From an optimization exercise on the open Yosys and OpenROAD flow, aimed at a short achievable clock period and few clock cycles; shortcuts taken in it are not production practice. Function was checked by simulation only, so behaviour that the tests miss may differ from the original. Power figures rest on the tool's default switching activity, not on a simulated workload.

==> design/flow/design.v <==
module lima_vm_idiv (
    input  wire        clk,
    input  wire        rst,
    input  wire        start,
    input  wire [31:0] a,
    input  wire [31:0] b,
    output reg         done,
    output wire [31:0] q
);
    reg        busy;
    reg [5:0]  count;
    reg [31:0] quo;
    reg [32:0] rem;
    reg [31:0] div;
    reg        neg;
    wire [31:0] a_mag = a[31] ? (~a + 32'd1) : a;
    wire [31:0] b_mag = b[31] ? (~b + 32'd1) : b;
    wire [32:0] rem_sh  = {rem[31:0], quo[31]};
    wire [32:0] rem_sub = rem_sh - {1'b0, div};
    wire        fits    = ~rem_sub[32];
    assign q = neg ? (~quo + 32'd1) : quo;
    always @(posedge clk) begin
        if (rst) begin
            busy  <= 1'b0;
            done  <= 1'b0;
            count <= 6'd0;
        end else begin
            done <= 1'b0;
            if (start) begin
                busy  <= 1'b1;
                count <= 6'd32;
                quo   <= a_mag;
                rem   <= 33'd0;
                div   <= b_mag;
                neg   <= a[31] ^ b[31];
            end else if (busy) begin
                rem   <= fits ? rem_sub : rem_sh;
                quo   <= {quo[30:0], fits};
                count <= count - 6'd1;
                if (count == 6'd1) begin
                    busy <= 1'b0;
                    done <= 1'b1;
                end
            end
        end
    end
endmodule
module lima_vm_fpu (
    input  wire        clk,
    input  wire        rst,
    input  wire        start,
    input  wire [1:0]  op,
    input  wire [31:0] a,
    input  wire [31:0] b,
    output reg         done,
    output reg  [31:0] res
);
    localparam [31:0] QNAN = 32'h7FC00000;
    wire        sa = a[31];
    wire        sb = b[31] ^ (op == 2'd1);       
    wire [7:0]  xa = a[30:23];
    wire [7:0]  xb = b[30:23];
    wire [22:0] fa = a[22:0];
    wire [22:0] fb = b[22:0];
    wire a_nan  = (xa == 8'hFF) && (fa != 0);
    wire b_nan  = (xb == 8'hFF) && (fb != 0);
    wire a_inf  = (xa == 8'hFF) && (fa == 0);
    wire b_inf  = (xb == 8'hFF) && (fb == 0);
    wire a_zero = (xa == 8'h00) && (fa == 0);
    wire b_zero = (xb == 8'h00) && (fb == 0);
    wire [23:0] ma = {xa != 8'h00, fa};
    wire [23:0] mb = {xb != 8'h00, fb};
    wire [9:0]  ea = (xa == 8'h00) ? 10'd1 : {2'b00, xa};
    wire [9:0]  eb = (xb == 8'h00) ? 10'd1 : {2'b00, xb};
    wire        a_big  = a[30:0] >= b[30:0];
    wire [23:0] m_big  = a_big ? ma : mb;
    wire [23:0] m_sml  = a_big ? mb : ma;
    wire [9:0]  e_big  = a_big ? ea : eb;
    wire [9:0]  e_sml  = a_big ? eb : ea;
    wire        s_big  = a_big ? sa : sb;
    wire        s_sml  = a_big ? sb : sa;
    wire [9:0]  e_diff = e_big - e_sml;
    wire [26:0] sml_ext = {m_sml, 3'b000};
    reg  [26:0] sml_al;
    integer     k;
    always @* begin
        if (e_diff >= 10'd27) begin
            sml_al = {26'd0, |m_sml};
        end else begin
            sml_al = sml_ext >> e_diff;
            for (k = 0; k < 27; k = k + 1)
                if (k < e_diff && sml_ext[k])
                    sml_al[0] = 1'b1;
        end
    end
    wire        eff_sub = s_big ^ s_sml;
    wire [27:0] add_sum = eff_sub ? ({1'b0, m_big, 3'b000} - {1'b0, sml_al})
                                  : ({1'b0, m_big, 3'b000} + {1'b0, sml_al});
    reg [4:0] add_lz;
    integer   j;
    always @* begin
        add_lz = 5'd28;
        for (j = 0; j < 28; j = j + 1)
            if (add_sum[j])
                add_lz = 5'd27 - j[4:0];
    end
    reg [26:0] add_sig;
    reg [10:0] add_exp;
    always @* begin
        if (add_sum[27]) begin
            add_sig = {add_sum[27:2], add_sum[1] | add_sum[0]};
            add_exp = {1'b0, e_big} + 11'd1;
        end else begin
            add_sig = add_sum[26:0] << (add_lz - 5'd1);
            add_exp = {1'b0, e_big} - {6'd0, add_lz} + 11'd1;
        end
    end
    wire add_is_zero = (add_sum == 28'd0);
    wire [47:0] prod = ma * mb;
    reg [5:0] mul_lz;
    integer   i;
    always @* begin
        mul_lz = 6'd48;
        for (i = 0; i < 48; i = i + 1)
            if (prod[i])
                mul_lz = 6'd47 - i[5:0];
    end
    wire [47:0] prod_n  = prod << mul_lz;
    wire [26:0] mul_sig = {prod_n[47:22], |prod_n[21:0]};
    wire [10:0] mul_exp = {1'b0, ea} + {1'b0, eb} - 11'd126 - {5'd0, mul_lz};
    reg [4:0] lza, lzb;
    integer   n;
    always @* begin
        lza = 5'd0;
        lzb = 5'd0;
        for (n = 0; n < 24; n = n + 1) begin
            if (ma[n]) lza = 5'd23 - n[4:0];
            if (mb[n]) lzb = 5'd23 - n[4:0];
        end
    end
    reg        div_busy;
    reg        div_fin;
    reg [4:0]  div_count;
    reg [24:0] div_rem;
    reg [23:0] div_dvs;
    reg [27:0] div_quo;
    reg [10:0] div_exp;
    reg        div_sign;
    wire [25:0] div_diff = {1'b0, div_rem} - {2'b00, div_dvs};
    wire        div_fits = ~div_diff[25];
    wire [24:0] div_left = div_fits ? div_diff[24:0] : div_rem;
    wire [26:0] div_sig = div_quo[27] ? {div_quo[27:2], div_quo[1] | div_quo[0] | (div_rem != 0)}
                                      : {div_quo[26:1], div_quo[0] | (div_rem != 0)};
    wire [10:0] div_e   = div_quo[27] ? div_exp : div_exp - 11'd1;
    reg  [26:0] rnd_sig;
    reg  [10:0] rnd_exp;
    reg         rnd_sign;
    reg  [26:0] den_sig;
    reg  [7:0]  den_field;
    reg  [10:0] den_shift;
    integer     m;
    always @* begin
        if ($signed(rnd_exp) >= 11'sd1) begin
            den_sig   = rnd_sig;
            den_field = rnd_exp[7:0];
            den_shift = 11'd0;
        end else begin
            den_shift = 11'd1 - rnd_exp;
            den_field = 8'd0;
            if (den_shift >= 11'd27) begin
                den_sig = {26'd0, |rnd_sig};
            end else begin
                den_sig = rnd_sig >> den_shift;
                for (m = 0; m < 27; m = m + 1)
                    if (m < den_shift && rnd_sig[m])
                        den_sig[0] = 1'b1;
            end
        end
    end
    wire        rnd_g   = den_sig[2];
    wire        rnd_rs  = den_sig[1] | den_sig[0];
    wire        rnd_inc = rnd_g & (rnd_rs | den_sig[3]);
    wire [30:0] rnd_mag = {den_field, den_sig[25:3]} + {30'd0, rnd_inc};
    wire        rnd_ovf = ($signed(rnd_exp) >= 11'sd255);
    wire [31:0] rnd_out = rnd_ovf ? {rnd_sign, 8'hFF, 23'd0} : {rnd_sign, rnd_mag};
    always @* begin
        case (op)
            2'd0, 2'd1: begin rnd_sig = add_sig; rnd_exp = add_exp; rnd_sign = s_big;    end
            2'd2:       begin rnd_sig = mul_sig; rnd_exp = mul_exp; rnd_sign = sa ^ sb;  end
            default:    begin rnd_sig = div_sig; rnd_exp = div_e;   rnd_sign = div_sign; end
        endcase
    end
    reg [31:0] add_res, mul_res;
    always @* begin
        if (a_nan || b_nan || (a_inf && b_inf && (sa != sb)))
            add_res = QNAN;
        else if (a_inf)
            add_res = {sa, 8'hFF, 23'd0};
        else if (b_inf)
            add_res = {sb, 8'hFF, 23'd0};
        else if (add_is_zero)
            add_res = {sa & sb, 31'd0};
        else
            add_res = rnd_out;
        if (a_nan || b_nan || (a_inf && b_zero) || (a_zero && b_inf))
            mul_res = QNAN;
        else if (a_inf || b_inf)
            mul_res = {sa ^ sb, 8'hFF, 23'd0};
        else if (a_zero || b_zero)
            mul_res = {sa ^ sb, 31'd0};
        else
            mul_res = rnd_out;
    end
    always @(posedge clk) begin
        if (rst) begin
            done     <= 1'b0;
            div_busy <= 1'b0;
            div_fin  <= 1'b0;
        end else begin
            done <= 1'b0;
            if (start) begin
                case (op)
                    2'd0, 2'd1: begin res <= add_res; done <= 1'b1; end
                    2'd2:       begin res <= mul_res; done <= 1'b1; end
                    default: begin
                        if (a_nan || b_nan || (a_inf && b_inf)) begin
                            res  <= QNAN;
                            done <= 1'b1;
                        end else if (a_inf) begin
                            res  <= {sa ^ sb, 8'hFF, 23'd0};
                            done <= 1'b1;
                        end else if (b_inf || a_zero) begin
                            res  <= {sa ^ sb, 31'd0};
                            done <= 1'b1;
                        end else begin
                            div_busy  <= 1'b1;
                            div_count <= 5'd27;
                            div_rem   <= {1'b0, ma << lza};
                            div_dvs   <= mb << lzb;
                            div_quo   <= 28'd0;
                            div_exp   <= {1'b0, ea} - {1'b0, eb} - {6'd0, lza} + {6'd0, lzb} + 11'd127;
                            div_sign  <= sa ^ sb;
                        end
                    end
                endcase
            end else if (div_busy) begin
                div_quo   <= {div_quo[26:0], div_fits};
                div_rem   <= {div_left[23:0], 1'b0};
                div_count <= div_count - 5'd1;
                if (div_count == 5'd0) begin
                    div_busy <= 1'b0;
                    div_fin  <= 1'b1;
                end
            end else if (div_fin) begin
                div_fin <= 1'b0;
                done    <= 1'b1;
                res     <= rnd_out;
            end
        end
    end
endmodule
module lima_vm (
    input  wire        clk,
    input  wire        rst,           
    input  wire [15:0] entry,         
    output reg         mem_valid,
    output reg         mem_we,
    output reg  [15:0] mem_addr,
    output reg  [31:0] mem_wdata,
    input  wire        mem_ready,
    input  wire [31:0] mem_rdata,
    output wire        in_req,
    output wire        in_float,
    input  wire        in_valid,
    input  wire        in_fail,
    input  wire [31:0] in_data,
    output wire        out_valid,
    output wire        out_float,
    output wire [31:0] out_data,
    input  wire        out_ready,
    output wire        halted,
    output wire [2:0]  err_code,
    output wire [15:0] ip,
    output wire [3:0]  flags,         
    output wire [31:0] r0,
    output wire [31:0] r1
);
    localparam [2:0] E_OOB = 3'd1, E_OPC = 3'd3, E_REG = 3'd4, E_DIV = 3'd5, E_IO = 3'd6;
    localparam [7:0] OP_IADD = 8'h01, OP_ISUB = 8'h02, OP_IMUL = 8'h03, OP_IDIV = 8'h04,
                     OP_IIN  = 8'h11, OP_IOUT = 8'h12,
                     OP_ADDR = 8'h14, OP_SUBR = 8'h15, OP_MOVR = 8'h16,
                     OP_RADD = 8'h21, OP_RSUB = 8'h22, OP_RMUL = 8'h23, OP_RDIV = 8'h24,
                     OP_RIN  = 8'h31, OP_ROUT = 8'h32,
                     OP_JZ   = 8'h41, OP_JG   = 8'h42, OP_JL   = 8'h43,
                     OP_LOAD = 8'h44, OP_STORE = 8'h45;
    localparam [3:0] S_FETCH = 4'd0, S_DECODE = 4'd1, S_READ1 = 4'd2, S_READ2 = 4'd3,
                     S_EXEC  = 4'd4, S_WAIT   = 4'd5, S_WRITE = 4'd6, S_IN    = 4'd7,
                     S_OUT   = 4'd8, S_HALT   = 4'd9;
    reg [3:0]  state;
    reg [15:0] ip_q;
    reg [31:0] x0, x1;
    reg        fs, fv, fz, fc;
    reg        err;
    reg [2:0]  err_q;
    reg [31:0] ir;                
    reg [15:0] ea1, ea2;          
    reg [31:0] w1, w2;            
    reg [31:0] result;            
    reg        ns, nv, nz, nc;    
    reg        set_flags;
    reg        mul_check;         
    reg [31:0] out_q;
    assign halted   = err;
    assign err_code = err_q;
    assign ip       = ip_q;
    assign flags    = {fs, fv, fz, fc};
    assign r0       = x0;
    assign r1       = x1;
    wire [7:0]  opc = ir[31:24];
    wire [1:0]  bb  = ir[23:22];
    wire [11:0] a1  = ir[21:10];
    wire [9:0]  a2  = ir[9:0];
    wire [2:0]  ri  = a1[2:0];    
    wire [2:0]  si  = a2[2:0];    
    wire is_m2   = (opc == OP_IADD) || (opc == OP_ISUB) || (opc == OP_IMUL) || (opc == OP_IDIV) ||
                   (opc == OP_RADD) || (opc == OP_RSUB) || (opc == OP_RMUL) || (opc == OP_RDIV);
    wire is_in   = (opc == OP_IIN)  || (opc == OP_RIN);
    wire is_out  = (opc == OP_IOUT) || (opc == OP_ROUT);
    wire is_jmp  = (opc == OP_JZ)   || (opc == OP_JG)   || (opc == OP_JL);
    wire is_rr   = (opc == OP_ADDR) || (opc == OP_SUBR) || (opc == OP_MOVR);
    wire is_load = (opc == OP_LOAD);
    wire is_stor = (opc == OP_STORE);
    wire legal   = is_m2 || is_in || is_out || is_jmp || is_rr || is_load || is_stor;
    wire [31:0] xr = ri[0] ? x1 : x0;
    wire [31:0] xs = si[0] ? x1 : x0;
    wire        r_bad = ri[2:1] != 2'b00;
    wire        s_bad = si[2:1] != 2'b00;
    reg  [15:0] ea_1, ea_2;
    always @* begin
        case (bb)
            2'b00: begin ea_1 = {4'd0, a1};          ea_2 = {6'd0, a2};          end
            2'b01: begin ea_1 = {4'd0, a1} + x0[15:0]; ea_2 = {6'd0, a2} + x0[15:0]; end
            2'b10: begin ea_1 = xr[15:0];            ea_2 = xr[15:0];            end
            default: begin ea_1 = {4'd0, a1} + xr[15:0]; ea_2 = {6'd0, a2} + xr[15:0]; end
        endcase
    end
    wire ea_reg_bad = bb[1] && r_bad;
    wire oob1 = ea_1 > 16'hFFFC;
    wire oob2 = ea_2 > 16'hFFFC;
    wire fw_zero = !(fs || fv || fz || fc);
    wire taken   = (opc == OP_JZ) ? fw_zero :
                   (opc == OP_JG) ? (!fs && (fv || fz || fc)) :
                                    fs;
    wire        is_sub_op = (opc == OP_ISUB) || (opc == OP_SUBR);
    wire [31:0] ia = is_rr ? xr : w1;
    wire [31:0] ib = is_rr ? xs : w2;
    wire [31:0] isum  = ia + ib;
    wire [31:0] idiff = ia - ib;
    wire [31:0] ires  = is_sub_op ? idiff : isum;
    wire        add_v = (!ia[31] && ia != 0 && !ib[31] && ib != 0 && isum[31]) ||
                        (ia[31] && ib[31] && !isum[31] && isum != 0);
    wire        sub_v = (!ia[31] && ia != 0 && ib[31] && idiff[31]) ||
                        (ia[31] && !ib[31] && ib != 0 && !idiff[31] && idiff != 0);
    wire        sub_c = ia < ib;
    wire        iv    = is_sub_op ? sub_v : add_v;
    wire        ic    = is_sub_op ? sub_c : isum[31];
    wire [31:0] iprod = w1 * w2;
    reg         div_start;
    reg  [31:0] div_a, div_b;
    wire        div_done;
    wire [31:0] div_q;
    lima_vm_idiv u_idiv (
        .clk   (clk),
        .rst   (rst),
        .start (div_start),
        .a     (div_a),
        .b     (div_b),
        .done  (div_done),
        .q     (div_q)
    );
    reg         fpu_start;
    wire        fpu_done;
    wire [31:0] fpu_res;
    lima_vm_fpu u_fpu (
        .clk   (clk),
        .rst   (rst),
        .start (fpu_start),
        .op    (opc[1:0] - 2'd1),
        .a     (w1),
        .b     (w2),
        .done  (fpu_done),
        .res   (fpu_res)
    );
    wire fpu_nan = (fpu_res[30:23] == 8'hFF) && (fpu_res[22:0] != 0);
    wire w2_fzero = (w2[30:0] == 31'd0);
    assign in_req    = (state == S_IN);
    assign in_float  = opc[5];
    assign out_valid = (state == S_OUT);
    assign out_float = opc[5];
    assign out_data  = out_q;
    always @(posedge clk) begin
        if (rst) begin
            state     <= S_FETCH;
            ip_q      <= entry;
            x0        <= 32'd0;
            x1        <= 32'd0;
            fs        <= 1'b0;
            fv        <= 1'b0;
            fz        <= 1'b0;
            fc        <= 1'b0;
            err       <= 1'b0;
            err_q     <= 3'd0;
            mem_valid <= 1'b0;
            mem_we    <= 1'b0;
            div_start <= 1'b0;
            fpu_start <= 1'b0;
        end else begin
            div_start <= 1'b0;
            fpu_start <= 1'b0;
            case (state)
                S_FETCH: begin
                    if (ip_q > 16'hFFFC) begin
                        err   <= 1'b1;
                        err_q <= E_OOB;
                        state <= S_HALT;
                    end else if (!mem_valid) begin
                        mem_valid <= 1'b1;
                        mem_we    <= 1'b0;
                        mem_addr  <= ip_q;
                    end else if (mem_ready) begin
                        mem_valid <= 1'b0;
                        ir        <= mem_rdata;
                        state     <= S_DECODE;
                    end
                end
                S_DECODE: begin
                    ea1 <= ea_1;
                    ea2 <= ea_2;
                    if (!legal) begin
                        err   <= 1'b1;
                        err_q <= E_OPC;
                        state <= S_HALT;
                    end else if (is_m2 || is_out) begin
                        if (ea_reg_bad) begin
                            err <= 1'b1; err_q <= E_REG; state <= S_HALT;
                        end else if (oob1 || (is_m2 && oob2)) begin
                            err <= 1'b1; err_q <= E_OOB; state <= S_HALT;
                        end else begin
                            state <= S_READ1;
                        end
                    end else if (is_in) begin
                        if (ea_reg_bad) begin
                            err <= 1'b1; err_q <= E_REG; state <= S_HALT;
                        end else begin
                            state <= S_IN;
                        end
                    end else if (is_jmp) begin
                        if (!taken) begin
                            ip_q  <= ip_q + 16'd1;
                            state <= S_FETCH;
                        end else if (ea_reg_bad) begin
                            err <= 1'b1; err_q <= E_REG; state <= S_HALT;
                        end else begin
                            ip_q  <= ea_1 + 16'd1;
                            state <= S_FETCH;
                        end
                    end else if (is_load) begin
                        if (r_bad) begin
                            err <= 1'b1; err_q <= E_REG; state <= S_HALT;
                        end else begin
                            ea1   <= {6'd0, a2};
                            state <= S_READ1;
                        end
                    end else if (is_stor) begin
                        if (s_bad) begin
                            err <= 1'b1; err_q <= E_REG; state <= S_HALT;
                        end else begin
                            ea1       <= {4'd0, a1};
                            result    <= xs;
                            set_flags <= 1'b0;
                            state     <= S_WRITE;
                        end
                    end else begin
                        if (r_bad || s_bad) begin
                            err <= 1'b1; err_q <= E_REG; state <= S_HALT;
                        end else begin
                            if (opc == OP_MOVR) begin
                                if (ri[0]) x1 <= xs; else x0 <= xs;
                            end else begin
                                if (ri[0]) x1 <= ires; else x0 <= ires;
                                fs <= ires[31];
                                fz <= (ires == 32'd0);
                                fc <= ic;
                                fv <= iv;
                            end
                            ip_q  <= ip_q + 16'd1;
                            state <= S_FETCH;
                        end
                    end
                end
                S_READ1: begin
                    if (!mem_valid) begin
                        mem_valid <= 1'b1;
                        mem_we    <= 1'b0;
                        mem_addr  <= ea1;
                    end else if (mem_ready) begin
                        mem_valid <= 1'b0;
                        w1        <= mem_rdata;
                        if (is_m2) begin
                            state <= S_READ2;
                        end else if (is_out) begin
                            out_q <= mem_rdata;
                            state <= S_OUT;
                        end else begin
                            if (ri[0]) x1 <= mem_rdata; else x0 <= mem_rdata;
                            ip_q  <= ip_q + 16'd1;
                            state <= S_FETCH;
                        end
                    end
                end
                S_READ2: begin
                    if (!mem_valid) begin
                        mem_valid <= 1'b1;
                        mem_we    <= 1'b0;
                        mem_addr  <= ea2;
                    end else if (mem_ready) begin
                        mem_valid <= 1'b0;
                        w2        <= mem_rdata;
                        state     <= S_EXEC;
                    end
                end
                S_EXEC: begin
                    set_flags <= 1'b1;
                    mul_check <= 1'b0;
                    case (opc)
                        OP_IADD, OP_ISUB: begin
                            result <= ires;
                            ns <= ires[31];
                            nz <= (ires == 32'd0);
                            nc <= ic;
                            nv <= iv;
                            state <= S_WRITE;
                        end
                        OP_IMUL: begin
                            result <= iprod;
                            ns <= iprod[31];
                            nz <= (iprod == 32'd0);
                            nc <= 1'b0;
                            nv <= 1'b0;
                            if (w2 == 32'd0) begin
                                state <= S_WRITE;
                            end else begin
                                div_start <= 1'b1;
                                div_a     <= iprod;
                                div_b     <= w2;
                                mul_check <= 1'b1;
                                state     <= S_WAIT;
                            end
                        end
                        OP_IDIV: begin
                            if (w2 == 32'd0) begin
                                err <= 1'b1; err_q <= E_DIV; state <= S_HALT;
                            end else begin
                                div_start <= 1'b1;
                                div_a     <= w1;
                                div_b     <= w2;
                                state     <= S_WAIT;
                            end
                        end
                        default: begin
                            if (opc == OP_RDIV && w2_fzero) begin
                                err <= 1'b1; err_q <= E_DIV; state <= S_HALT;
                            end else begin
                                fpu_start <= 1'b1;
                                state     <= S_WAIT;
                            end
                        end
                    endcase
                end
                S_WAIT: begin
                    if (div_done) begin
                        if (mul_check) begin
                            nv <= (div_q != w1);
                        end else begin
                            result <= div_q;
                            ns <= div_q[31];
                            nz <= (div_q == 32'd0);
                            nc <= 1'b0;
                            nv <= 1'b0;
                        end
                        state <= S_WRITE;
                    end else if (fpu_done) begin
                        result <= fpu_res;
                        ns <= fpu_res[31] && !fpu_nan && (fpu_res[30:0] != 31'd0);
                        nz <= (fpu_res[30:0] == 31'd0);
                        nc <= 1'b0;
                        nv <= 1'b0;
                        state <= S_WRITE;
                    end
                end
                S_WRITE: begin
                    if (!mem_valid) begin
                        mem_valid <= 1'b1;
                        mem_we    <= 1'b1;
                        mem_addr  <= ea1;
                        mem_wdata <= result;
                    end else if (mem_ready) begin
                        mem_valid <= 1'b0;
                        mem_we    <= 1'b0;
                        if (set_flags) begin
                            fs <= ns;
                            fv <= nv;
                            fz <= nz;
                            fc <= nc;
                        end
                        ip_q  <= ip_q + 16'd1;
                        state <= S_FETCH;
                    end
                end
                S_IN: begin
                    if (in_valid) begin
                        if (in_fail) begin
                            err <= 1'b1; err_q <= E_IO; state <= S_HALT;
                        end else if (ea1 > 16'hFFFC) begin
                            err <= 1'b1; err_q <= E_OOB; state <= S_HALT;
                        end else begin
                            result    <= in_data;
                            set_flags <= 1'b0;
                            state     <= S_WRITE;
                        end
                    end
                end
                S_OUT: begin
                    if (out_ready) begin
                        ip_q  <= ip_q + 16'd1;
                        state <= S_FETCH;
                    end
                end
                default: begin
                    state <= S_HALT;
                end
            endcase
        end
    end
endmodule
==> design/flow/run.sh <==
#!/bin/bash
# synth_recipe.tcl (not shown) runs the flow's synth.tcl, then flattens the netlist and writes it again
# the make line also repeats each setting of config.mk as NAME=value (left out here)
make -C /OpenROAD-flow-scripts/flow DESIGN_CONFIG=/design/flow/config.mk WORK_HOME=/design/flow/orfs CLKGATE_MAP_FILE= SYNTH_SCRIPT=/design/flow/synth_recipe.tcl finish
==> design/flow/config.mk <==
export PLATFORM = sky130hd
export DESIGN_NAME = lima_vm
export DESIGN_NICKNAME = lima_vm
export VERILOG_FILES = /design/flow/design.v
export SDC_FILE = /design/flow/constraint.sdc
export NUM_CORES = 4
export LEC_CHECK = 0
export CAP_MARGIN = 20
export CORE_MARGIN = 2
export CORE_UTILIZATION = 30
export PLACE_DENSITY = 0.55
export SLEW_MARGIN = 20
==> design/flow/constraint.sdc <==
create_clock -name core_clock -period 22.0 [get_ports {clk}]
set_input_delay 4.4000 -clock core_clock [delete_from_list [all_inputs] [get_ports {clk}]]
set_output_delay 4.4000 -clock core_clock [all_outputs]
set_load 0.01 [all_outputs]
==> impl_results.md <==
* Startpoint types: flop
* Sequential Power Share at 15.3%
* Met2 WL at 177000 um
* Final Wtd Congestion at 1.02
* Critical path buffer and inverter count at 7
* Worst min-delay path class: reg -> reg
* CORE AREA at 314000 sq um
* Post-synth EDFFs at 549
* Maximum vdd drop at 0.000130 V
* Net Switching at 5.53 mW
* Uppermost layer routed: met5
* CP dominant cell by count: fa_1
* Post-CTS Hold Buffers at 0
* Max_cap viols at 0
* Die area at 320000 sq um
* CTS tree: yes
* DP Area at 102000 sq um
* Clk_skew at 0.0667 ns
* HPWL after detailed placement at 318000 um
* Clk pin slew, worst setup/hold paths at 0.07 ns
* Htree depth at 3
* Seq/Total Area, Yosys at 19.4%
* Outcome: complete, no violations
* Clock sinks at 640
* Leakage at 45.2 nW
* Switching Share at 55.0%
* Gate power share at 71.6%
* Die Wd at 566 um
* Ports at 260
* Bufs on Longest Clock Path at 3
* Place WS at 3.43 ns
* Critical path's slowest cell: edfxtp_1
* Setup TNS at 0 ns
* Critical Path AT at 19.43 ns
* PortBufs at 259
* Cell Rows at 206
* Commonest non-fill, non-tap cell in the layout: inv_1
* Post-synthesis cell count at 11400
* Vias in the first global route at 83700
* DR WL/cell at 26.3 um
* Fillcell total at 33200
* Final WL at 409000 um
* WL met3 at 40600 um
* Post_cts resized at 0
* Crit share post-route at 86.4%
* Data required, critical path at 22.42 ns
* Setup Viol. Count Final at 0
* First-pass GRT wire length at 591000 um
* Ys async rst share at 0%
* Ys flop type: edfxtp_1
* Worst setup EP type: flop
* CP max stage delay at 0.78 ns
* P&R area growth vs syn at 10.6%
* Via-per-instance ratio at 5.59
* Drt pass-1 iters at 7
* Initial antenna violation count at 36
* DRT iter0 DRCs at 10500
* WL met1 at 170000 um
* Yosys cell types at 142
* # nets final at 12900
* CTS root buf: clkbuf_16
* Type of the worst setup path: reg -> reg
* Antenna Nets Post-Route at 0
* Clock latency on the worst-skew pair at 0.73 ns
* Syn Std Cell Area at 94600 sq um
* Syn nets at 13000
* Power Dens Cells at 96.1 nW/um^2
* Largest net degree at the start of global routing at 96
* Total grt overflow at 0
* Max frequency at 0.0526 GHz
* Setup slack after layout at 2.98 ns
* #FFs+latches synth at 640
* Minimum clock period at 19.02 ns
* Post-CTS setup buffer count at 0
* RSZ-0062 raised after global routing: false
* Internal power at 4.53 mW
* Worst Tran Pin Value at 1.24 ns
* Top cell family by delay on the critical path: compound AO/OA/AOI/OAI gates
* Total number of yosys warnings at 3
* GRT Overall Usage at 25.0%
* Starting density of the core at 30.1%
* Crit path max fanout at 44
* Commonest non-fill, non-tap cells in the layout: 1562 x inv_1, 1181 x nand2_1, 964 x nor2_1, 916 x fa_1, 735 x a21oi_1
* Synthesized area per cell at 8.32 sq um
* Drt drc at 0
* Flop-to-flop setup slack at 2.98 ns
* Slew Limit Fails at 0
* Vias at 87000
* Clock share of power at 13.0%
* Share of post-route cells with drive strength above 1 at 5.65%
* Die Height at 566 um
* Final Hold Fails at 0
* CTS Buf Count at 71
* Worst rel slew slack at 17.5%
* Fin area at 105000 sq um
final timing paths:
path,startpoint,end,cells after the start
worst min-delay path,result[30],mem_wdata[30],0
worst max register to register,w1[23],u_fpu.res[30],54
worst max-delay path,w1[23],u_fpu.res[30],54
worst min register to register,result[30],mem_wdata[30],0
sequential cells by signal, indices dropped and copies added, names as in the netlist, 32 cells and up:
signal      cells
u_idiv.rem     32
div_a          32
w1             32
out_q          32
div_b          32
ir             32
w2             32
x1             32
u_fpu.res      32
result         32
u_idiv.quo     32
x0             32
u_idiv.div     32
mem_wdata      32
power by group through the flow:
stage               logic, mW  clock network, mW  registers [mW]
finish                   7.21               1.31            1.54
global route             7.73               1.37            1.55
CTS                      7.04               1.33            1.54
detailed placement       7.00                  0            1.56
global placement         7.02                  0            1.56
floorplan                4.40                  0            1.54
layout make-up:
class / count / area [sq um] / share of cell area, %
Sequential cell: 640 / 18300 / 17.5
Antenna cell: 26 / 65.1 / 0.0622
Timing Repair Buffer: 520 / 4560 / 4.36
Clock inverter: 43 / 609 / 0.582
Inverter: 1582 / 5940 / 5.68
Multi-Input combinational cell: 8500 / 68100 / 65.1
Clock buffer: 88 / 1870 / 1.79
Tap cell: 4160 / 5200 / 4.97
synth_stat cells, types with 46 or more instances:
cell      number  area [sq um]
inv_1       1562          5860
nand2_1     1184          4440
nor2_1       972          3650
fa_1         916         18300
a21oi_1      739          3700
ha_1         610          7630
o21ai_0      565          2830
edfxtp_1     549         16500
clkbuf_1     506          1900
and2_1       348          2180
mux2i_1      334          3340
xnor2_1      297          2600
nor3_1       209          1050
a211oi_1     186          1400
nand3_1      178           891
xor2_1       166          1450
a21o_1       109           818
buf_1         93           349
dfxtp_1       91          1820
nor2b_1       87           544
or3_1         83           519
nand4_1       79           494
nor4_1        76           475
nand2b_1      75           469
o21bai_1      75           563
a31oi_1       74           463
o211ai_1      69           518
mux2_2        68           766
and3_1        65           407
a221oi_1      61           534
o31ai_1       56           420
o22ai_1       51           319
o21a_1        48           360
a21boi_0      46           345
a22oi_1       46           345
cells by family after synthesis:
group / count (synthesis) / share of synthesized area, %
buffers and inverters: 2232 / 9.02
multiplexers: 409 / 4.50
flip-flops: 640 / 19.4
XOR/XNOR: 468 / 4.40
adder cells (fa/ha/maj): 1527 / 27.5
AO/OA/AOI/OAI: 2560 / 17.7
AND/OR/NAND/NOR: 3536 / 17.5
through the flow:
step / util (%) / power, mW / instances / hold WS, ns
after floorplan: - / 5.94 / 11400 / 0.400
after global placement: 32.5 / 8.59 / 15400 / 0.402
after detailed placement: 32.5 / 8.56 / 15400 / 0.405
after CTS: 33.3 / 9.91 / 15500 / 0.421
after global routing: 33.3 / 10.6 / 15500 / 0.425
final: 33.3 / 10.1 / 15600 / 0.420
metal layers:
layer	vias to the layer above	track usage [%]
li1	38600	-
met3	1011	5.44
met5	-	0.298
met1	42800	33.8
met2	4543	38.2
met4	10	10.9
Testbench counts, summed over its fixed seeds: cycles 672,059.

-- afterwards: timing with drivers on the ports --
In the flow no input, the clock included, has a driving cell. The finished layout below was timed again as built, in two steps.
Step 1, drivers: a clkbuf_16 drives clk and a buf_2 each remaining input, both assumed.
Step 2 also shifts input and output timing later by t, the mid clock arrival at the registers, as if the neighbouring blocks saw the same clock.
Slacks: ideal ports / drivers / drivers and shift; pairs: ideal ports / drivers.
t (ns): 0.787
slack for setup (ns): 2.985 / 2.985 / 2.985
worst setup path at the end: register to register
latest minus earliest clock arrival (ns): 0.067 / 0.067
worst register clock-pin slew, ns: 0.08 / 0.08
After both steps this run still meets setup and hold. For this run, drivers alone change the setup slack by 0.000 ns; drivers and shift together by 0.000 ns.
